This is an optimization exercise on Yosys and OpenROAD, whose aim is small area, not a production implementation. Only simulation tests tie the RTL to the original design; equivalence was not proved. Power and IR drop assume default switching activity.

**design/flow/run.sh**
```bash
#!/bin/bash
# synth_recipe.tcl (not shown) runs the flow's synth.tcl, then flattens the netlist and writes it again
# the make line also repeats each setting of config.mk as NAME=value (left out here)
make -C /OpenROAD-flow-scripts/flow DESIGN_CONFIG=/design/flow/config.mk WORK_HOME=/design/flow/orfs CLKGATE_MAP_FILE= SYNTH_SCRIPT=/design/flow/synth_recipe.tcl finish
```
**design/flow/config.mk**
```make
export PLATFORM = sky130hd
export DESIGN_NAME = modbus_requester
export DESIGN_NICKNAME = modbus_requester
export VERILOG_FILES = /design/flow/design.v
export SDC_FILE = /design/flow/constraint.sdc
export NUM_CORES = 4
export LEC_CHECK = 0
export CAP_MARGIN = 20
export CORE_MARGIN = 2
export CORE_UTILIZATION = 40
export PLACE_DENSITY = 0.6
export SLEW_MARGIN = 20
```
**design/flow/constraint.sdc**
```tcl
create_clock -name core_clock -period 10.0 [get_ports {clk}]
set_input_delay 2.0000 -clock core_clock [delete_from_list [all_inputs] [get_ports {clk}]]
set_output_delay 2.0000 -clock core_clock [all_outputs]
set_load 0.01 [all_outputs]
```
**design/flow/design.v**
```verilog
module modbus_requester (
    input  wire         clk,
    input  wire         rst,           
    input  wire         cmd_valid,
    output wire         cmd_ready,
    input  wire [1:0]   cmd_kind,      
    input  wire [7:0]   cmd_addr,
    input  wire [7:0]   cmd_reg,
    input  wire [15:0]  cmd_count,     
    input  wire [207:0] cmd_values,    
    output wire         tx_valid,
    output wire [7:0]   tx_data,
    output wire         tx_last,
    input  wire         tx_ready,
    input  wire         rx_valid,
    input  wire [7:0]   rx_data,
    output wire         rx_ready,
    input  wire         rx_done,       
    output wire         res_valid,
    input  wire         res_ready,
    output wire [3:0]   res_status,
    output wire [1:0]   res_kind,
    output wire [7:0]   res_addr,
    output wire [3:0]   res_reg,
    output wire [3:0]   res_nregs,
    output wire [3:0]   res_nvals,
    output wire [207:0] res_values
);
    localparam [1:0] K_READ = 2'd0, K_SWRITE = 2'd1, K_MWRITE = 2'd2;
    localparam [3:0] ST_OK        = 4'd0,
                     ST_CRC       = 4'd2,
                     ST_LENGTH    = 4'd3,
                     ST_ECHO      = 4'd4,
                     ST_SHORT     = 4'd5,
                     ST_SPAN      = 4'd6,
                     ST_BAD_ADDR  = 4'd7,
                     ST_BAD_REG   = 4'd8,
                     ST_BAD_COUNT = 4'd9,
                     ST_BAD_SPAN  = 4'd10;
    localparam [2:0] S_IDLE = 3'd0,
                     S_TX   = 3'd1,
                     S_RX   = 3'd2,
                     S_DEC  = 3'd3,
                     S_RES  = 3'd4;
    function [15:0] crc16_byte;
        input [15:0] crc;
        input [7:0]  data;
        integer i;
        reg [15:0] c;
        begin
            c = crc ^ {8'h00, data};
            for (i = 0; i < 8; i = i + 1)
                c = c[0] ? ((c >> 1) ^ 16'hA001) : (c >> 1);
            crc16_byte = c;
        end
    endfunction
    function [15:0] clamp;
        input [7:0]  r;
        input [15:0] v;
        reg   [15:0] hi;
        reg          has;
        begin
            has = 1'b1;
            case (r)
                8'd0, 8'd1: hi = 16'd5000;
                8'd6, 8'd9: hi = 16'd1;
                8'd10:      hi = 16'd5;
                default: begin hi = 16'hFFFF; has = 1'b0; end
            endcase
            clamp = (has && v > hi) ? hi : v;
        end
    endfunction
    function [7:0] fn_code;
        input [1:0] k;
        begin
            case (k)
                K_READ:   fn_code = 8'h03;
                K_SWRITE: fn_code = 8'h06;
                default:  fn_code = 8'h10;
            endcase
        end
    endfunction
    reg [2:0]   state;
    reg [1:0]   kind;
    reg [7:0]   addr;
    reg [3:0]   creg;
    reg [3:0]   ccnt;         
    reg [15:0]  vals [0:12];  
    reg [5:0]   idx;          
    reg [15:0]  crc;
    reg [7:0]   rxbuf [0:30];
    reg [3:0]   status;
    reg [3:0]   r_reg;
    reg [3:0]   r_nregs;
    reg [3:0]   r_nvals;
    wire [16:0] c_n    = (cmd_kind == K_SWRITE) ? 17'd1 : {1'b0, cmd_count};
    wire [17:0] c_end  = {10'd0, cmd_reg} + {1'b0, c_n};
    wire [3:0]  c_stat = (cmd_addr == 8'd0)   ? ST_BAD_ADDR  :
                         (cmd_reg > 8'd12)    ? ST_BAD_REG   :
                         (c_n == 17'd0)       ? ST_BAD_COUNT :
                         (c_end > 18'd13)     ? ST_BAD_SPAN  : ST_OK;
    wire [5:0]  req_len  = (kind == K_MWRITE) ? 6'd9 + {1'b0, ccnt, 1'b0} : 6'd8;
    wire [5:0]  exp_len  = (kind == K_READ)   ? 6'd5 + {1'b0, ccnt, 1'b0} : 6'd8;
    wire [5:0]  dpos     = idx - 6'd7;
    wire [15:0] dword    = vals[dpos[4:1]];
    reg  [7:0]  req_byte;
    always @(*) begin
        case (idx)
            6'd0: req_byte = addr;
            6'd1: req_byte = fn_code(kind);
            6'd2: req_byte = 8'h00;
            6'd3: req_byte = {4'h0, creg};
            6'd4: req_byte = (kind == K_SWRITE) ? vals[0][15:8] : 8'h00;
            6'd5: req_byte = (kind == K_SWRITE) ? vals[0][7:0]  : {4'h0, ccnt};
            6'd6: req_byte = {3'b000, ccnt, 1'b0};
            default: req_byte = dpos[0] ? dword[7:0] : dword[15:8];
        endcase
    end
    wire tx_body = (idx < req_len - 6'd2);
    assign cmd_ready = (state == S_IDLE);
    assign tx_valid  = (state == S_TX);
    assign tx_data   = tx_body ? req_byte :
                       (idx == req_len - 6'd2) ? crc[7:0] : crc[15:8];
    assign tx_last   = (idx == req_len - 6'd1);
    assign rx_ready  = (state == S_RX) && (idx < exp_len);
    wire [15:0] p_off = {rxbuf[2], rxbuf[3]};
    wire [15:0] p_cnt = {rxbuf[4], rxbuf[5]};
    wire [16:0] p_end = {1'b0, p_off} + {1'b0, p_cnt};
    reg  [3:0]  d_stat;
    reg  [3:0]  d_reg;
    reg  [3:0]  d_nregs;
    reg  [3:0]  d_nvals;
    always @(*) begin
        d_stat  = ST_OK;
        d_reg   = creg;
        d_nregs = ccnt;
        d_nvals = ccnt;
        if (kind == K_READ && idx != exp_len)
            d_stat = ST_LENGTH;
        else if (idx < 6'd2)
            d_stat = ST_SHORT;
        else if (crc != 16'h0000)
            d_stat = ST_CRC;
        else if (idx < 6'd4)
            d_stat = ST_SHORT;
        else if (rxbuf[0] != addr || rxbuf[1] != fn_code(kind))
            d_stat = ST_ECHO;
        else if (kind == K_READ) begin
            if (rxbuf[2] != {3'b000, ccnt, 1'b0})
                d_stat = ST_LENGTH;
        end else if (idx < 6'd8)
            d_stat = ST_SHORT;
        else if (kind == K_SWRITE) begin
            d_reg   = p_off[3:0];
            d_nregs = 4'd1;
            d_nvals = 4'd1;
            if (p_off > 16'd12)
                d_stat = ST_SPAN;
        end else begin
            d_reg   = p_off[3:0];
            d_nregs = p_cnt[3:0];
            d_nvals = (p_off[3:0] == creg && p_cnt[3:0] == ccnt) ? ccnt : 4'd0;
            if (p_off > 16'd12 || p_end > 17'd13)
                d_stat = ST_SPAN;
        end
    end
    genvar g;
    generate
        for (g = 0; g < 13; g = g + 1) begin : g_val
            assign res_values[16*g +: 16] =
                (kind == K_MWRITE) ? vals[g] :
                (kind == K_SWRITE) ? ((g == 0) ? {rxbuf[4], rxbuf[5]} : 16'h0000) :
                                     {rxbuf[3 + 2*g], rxbuf[4 + 2*g]};
        end
    endgenerate
    assign res_valid  = (state == S_RES);
    assign res_status = status;
    assign res_kind   = kind;
    assign res_addr   = addr;
    assign res_reg    = r_reg;
    assign res_nregs  = r_nregs;
    assign res_nvals  = r_nvals;
    integer i;
    always @(posedge clk) begin
        if (rst) begin
            state   <= S_IDLE;
            idx     <= 6'd0;
            crc     <= 16'hFFFF;
            status  <= ST_OK;
            kind    <= K_READ;
            addr    <= 8'd0;
            creg    <= 4'd0;
            ccnt    <= 4'd0;
            r_reg   <= 4'd0;
            r_nregs <= 4'd0;
            r_nvals <= 4'd0;
        end else begin
            case (state)
                S_IDLE: begin
                    if (cmd_valid) begin
                        kind <= cmd_kind;
                        addr <= cmd_addr;
                        creg <= cmd_reg[3:0];
                        ccnt <= c_n[3:0];
                        for (i = 0; i < 13; i = i + 1)
                            vals[i] <= clamp(cmd_reg + i[7:0], cmd_values[16*i +: 16]);
                        idx    <= 6'd0;
                        crc    <= 16'hFFFF;
                        status <= c_stat;
                        if (c_stat != ST_OK)
                            state <= S_RES;
                        else
                            state <= S_TX;
                    end
                end
                S_TX: begin
                    if (tx_ready) begin
                        if (tx_body)
                            crc <= crc16_byte(crc, req_byte);
                        idx <= idx + 6'd1;
                        if (tx_last) begin
                            idx   <= 6'd0;
                            crc   <= 16'hFFFF;
                            state <= S_RX;
                        end
                    end
                end
                S_RX: begin
                    if (rx_valid && rx_ready) begin
                        rxbuf[idx] <= rx_data;
                        crc        <= crc16_byte(crc, rx_data);
                        idx        <= idx + 6'd1;
                    end else if (idx == exp_len || rx_done) begin
                        state <= S_DEC;
                    end
                end
                S_DEC: begin
                    status  <= d_stat;
                    r_reg   <= d_reg;
                    r_nregs <= d_nregs;
                    r_nvals <= d_nvals;
                    state   <= S_RES;
                end
                S_RES: begin
                    if (res_ready)
                        state <= S_IDLE;
                end
                default: state <= S_IDLE;
            endcase
        end
    end
endmodule
```
==> run summary <==
## cell usage in the layout (no fill, tap or decap), types with 10 or more instances in the layout
cell,instances
a211o_1,11
a211oi_1,37
a21boi_0,14
a21o_1,45
a21oi_1,208
a221oi_1,16
a22oi_1,33
a31oi_1,17
and2_1,67
and3_1,12
buf_2,10
buf_4,50
clkbuf_1,13
clkbuf_16,56
clkdlybuf4s50_1,493
clkinv_1,17
dfxtp_1,57
edfxtp_1,440
ha_1,258
inv_1,88
mux2_2,35
mux2i_1,239
nand2_1,391
nand2b_1,43
nand3_1,68
nand4_1,68
nor2_1,212
nor2b_1,129
nor3_1,54
nor4_1,31
o211ai_1,16
o21a_1,57
o21ai_0,319
o21bai_1,10
o22ai_1,24
or3_1,16
xnor2_1,58
xor2_1,22
## worst paths after layout
| kind | from | to | slack, ns |
|---|---|---|---|
| setup / recovery | idx[0]$_SDFFE_PP0P_ | tx_data[2] | 1.50 |
| hold / removal | r_nregs[0]$_SDFFE_PP0P_ | r_nregs[0]$_SDFFE_PP0P_ | 0.48 |
| hold reg to reg | r_nregs[0]$_SDFFE_PP0P_ | r_nregs[0]$_SDFFE_PP0P_ | 0.48 |
| setup reg to reg | idx[0]$_SDFFE_PP0P_ | crc[0]$_SDFFE_PP1P_ | 3.32 |
## cell type report
class                   count  area share [%]
diodes                      4          0.0240
well taps                1134            3.40
clock inverters            34           0.956
clock buffers              69            3.47
inverters                  92           0.827
multi-input cells        2678            43.8
repair buffers            557            13.0
flip-flops and latches    499            34.5
## critical path: cells and delay by family, from the launching register on
| kind | cells | cell delay (ns) |
|---|---|---|
| compound gates | 5 | 1.38 |
| fa+ha+maj | 1 | 1.03 |
| buf+inv | 4 | 2.05 |
| flops | 1 | 0.86 |
| mux | 1 | 0.51 |
## routing by layer
layer	vias to the layer above	part of all wire [%]	GRT usage, %
li1	13700	-	-
met1	14900	40	43.3
met2	1685	45	50.3
met3	296	9.5	5.73
met4	2	4.8	13.4
met5	-	0.0077	0.111
## through the flow
step / util, % / setup WS (ns) / hold WS, ns
finish: 49.9 / 1.50 / 0.480
global placement: 47.7 / 1.77 / 0.466
global route: 49.9 / 1.46 / 0.517
detailed placement: 47.7 / 1.67 / 0.466
CTS: 49.9 / 1.65 / 0.477
floorplan: - / 1.51 / 0.473
## power breakdown
part	internal [mW]	switching [mW]	total, mW
logic	0.378	0.474	0.851
clock network	1.21	0.900	2.11
registers	2.32	0.0790	2.40
total	3.91	1.45	5.37
## cell families (layout without fill, tap and decap cells)
group,count (synthesis),count (layout),share of synthesized area (%)
other,0,4,0
AND/OR/NAND/NOR,1137,1137,16.3
buffers and inverters,295,752,3.55
multiplexers,277,277,8.43
AO/OA/AOI/OAI,914,914,16.9
XOR/XNOR,89,89,2.60
adder cells (fa/ha/maj),261,261,9.69
flip-flops,499,499,42.5
==> results by group <==
Yosys
  – Leading area contributor after synthesis: edfxtp_1
  – Yosys Warn Count: 2
  – Top cells by area, synth: edfxtp_1, ha_1, mux2i_1, o21ai_0, nand2_1
  – Cell Area, Synth: 33900 um2
  – Post-synth EDFFs: 440
  – Most frequent cell after synthesis: edfxtp_1
  – Asr flop ratio synth: 0%
  – Mapped Cells: 3472
  – Yosys reg bits: 499
  – Syn nets: 3990
  – Top FF cell, synth: edfxtp_1
  – Sequential fraction of the synthesis area: 42.5%
  – Most frequent cells after synthesis: edfxtp_1, nand2_1, o21ai_0
  – Avg Cell Area, Syn: 9.75 um2
  – Top cell type's share of synthesized area: 39.0%
  – Synth unique cells: 98

Floorplan
  – Die height: 295 um
  – Starting density of the core: 40.5%
  – Core footprint: 83700 um2
  – Die W: 295 um
  – Rows: 106
  – Die area: 87000 um2
  – I/O pin total: 504

Route
  – DRC Markers: 0
  – Drt initial violations: 3843
  – Vias/cell: 6.04
  – First-pass DRT Iterations: 6
  – Post-DRT Antenna Nets: 0
  – DR WL/cell: 28.3 um
  – Via count: 30600
  – WL final: 143000 um

Min path
  – WHS Path Cells: 2
  – Worst Hold Class: reg2reg

Cells and area
  – Area grow syn2layout: 23.4%
  – Register cell area after layout: 14400 um2
  – Fill count: 7741
  – Area occupied by multi-input gates: 18300 um2
  – Regs by FF count: rxbuf: 232 flops, vals: 208 flops, crc: 16 flops
  – Design area: 41800 um2
  – Number of flip-flops in the largest register: 232
  – Most flops, register: rxbuf
  – Share of cells above drive strength 1: 5.65%
  – Finished Layout Cells: 5067
  – Post-layout nets: 4402

Worst setup path
  – WP data required: 8.00 ns
  – Max incr delay on CP: 1.03 ns
  – Critical Path Source Type: register
  – CP max FO: 33
  – Slowest CP cell: ha_2
  – Worst R2R Path Depth: 14
  – Crit path cell chain: clkinv_1 -> ha_2 -> inv_1 -> buf_4 -> mux4_2 -> a222oi_1 -> o211ai_1 -> o2111a_1 -> a211oi_4 -> a21oi_1 -> clkdlybuf4s50_1
  – Arr. time, crit path: 6.50 ns
  – Critical path type: reg2out
  – Critical path endpoint category: output port

Place
  – GPL Wtd Cong: 1.00
  – Post-DP Area: 39900 um2
  – Detailed placement HPWL: 107000 um
  – I/O Buffers: 503
  – Placed cells: 4959

Global route
  – Total grt overflow: 0
  – Initial antenna violation count: 8
  – Vias in the first global route: 28400
  – Largest net degree at the start of global routing: 140
  – First-pass GRT wire length: 202000 um
  – Total global-route track usage: 32.0%

Timing
  – Max Clock Freq: 118 MHz
  – Hold Vio Cnt, Final: 0
  – RSZ-0062 raised after global routing: no
  – Worst slew margin: 23.2%
  – Fin crit share: 85.0%
  – Post-layout min period: 8.50 ns
  – Post-route setup TNS: 0 ns
  – Slew of the pin with the lowest slew margin: 1.15 ns
  – Final setup fails: 0
  – Setup Skew: 0.0276 ns
  – Slew Limit Fails: 0

Clocking
  – CTS tree: done
  – Clock buffer depth: 3
  – Root Buffer: clkbuf_16
  – Clock Pin Slew Worst Setup and Hold Paths: 0.06 ns
  – H-tree levels: 2
  – Setup Buffers After CTS: 0
  – Num CTS Buffers: 56
  – Clk latency of the worst-skew pair: 0.65 ns
  – Post-CTS resize count: 0
  – Clock sink total: 499
  – Hold Buf Count CTS: 0

Status
  – Status: timing/DRC/antenna clean

Power and ir drop
  – Pwr Total: 5.37 mW
  – Leakage: 15.1 nW
  – Worst VDD drop: 134 uV
  – Power per cell area: 129 nW/um2

Run
  – Max Cap Viol: 0

re-timing with driven ports:
The results above use ideal ports. As a check the final layout listed here was re-extracted and re-timed, cells and wires unchanged.
Step 1 assumes that a clkbuf_16 drives the clock port and a buf_2 every other input.
Step 2, shift: input delay + t, output delay - t, t = (earliest + latest rising clock arrival at the registers) / 2. This alone moves slack from input paths to output paths.
Three values: ideal, step 1, step 2; two values: the first two.
shift t [ns]: 0.706
setup slack, ns: 1.500 / 1.433 / 1.681
worst setup path at the end: input to register
slew at the worst register clock pin (ns): 0.07 / 0.07
After both steps setup and hold are still met in this run. The setup slack of this run moves by -0.067 ns with the drivers and by +0.181 ns with both steps.
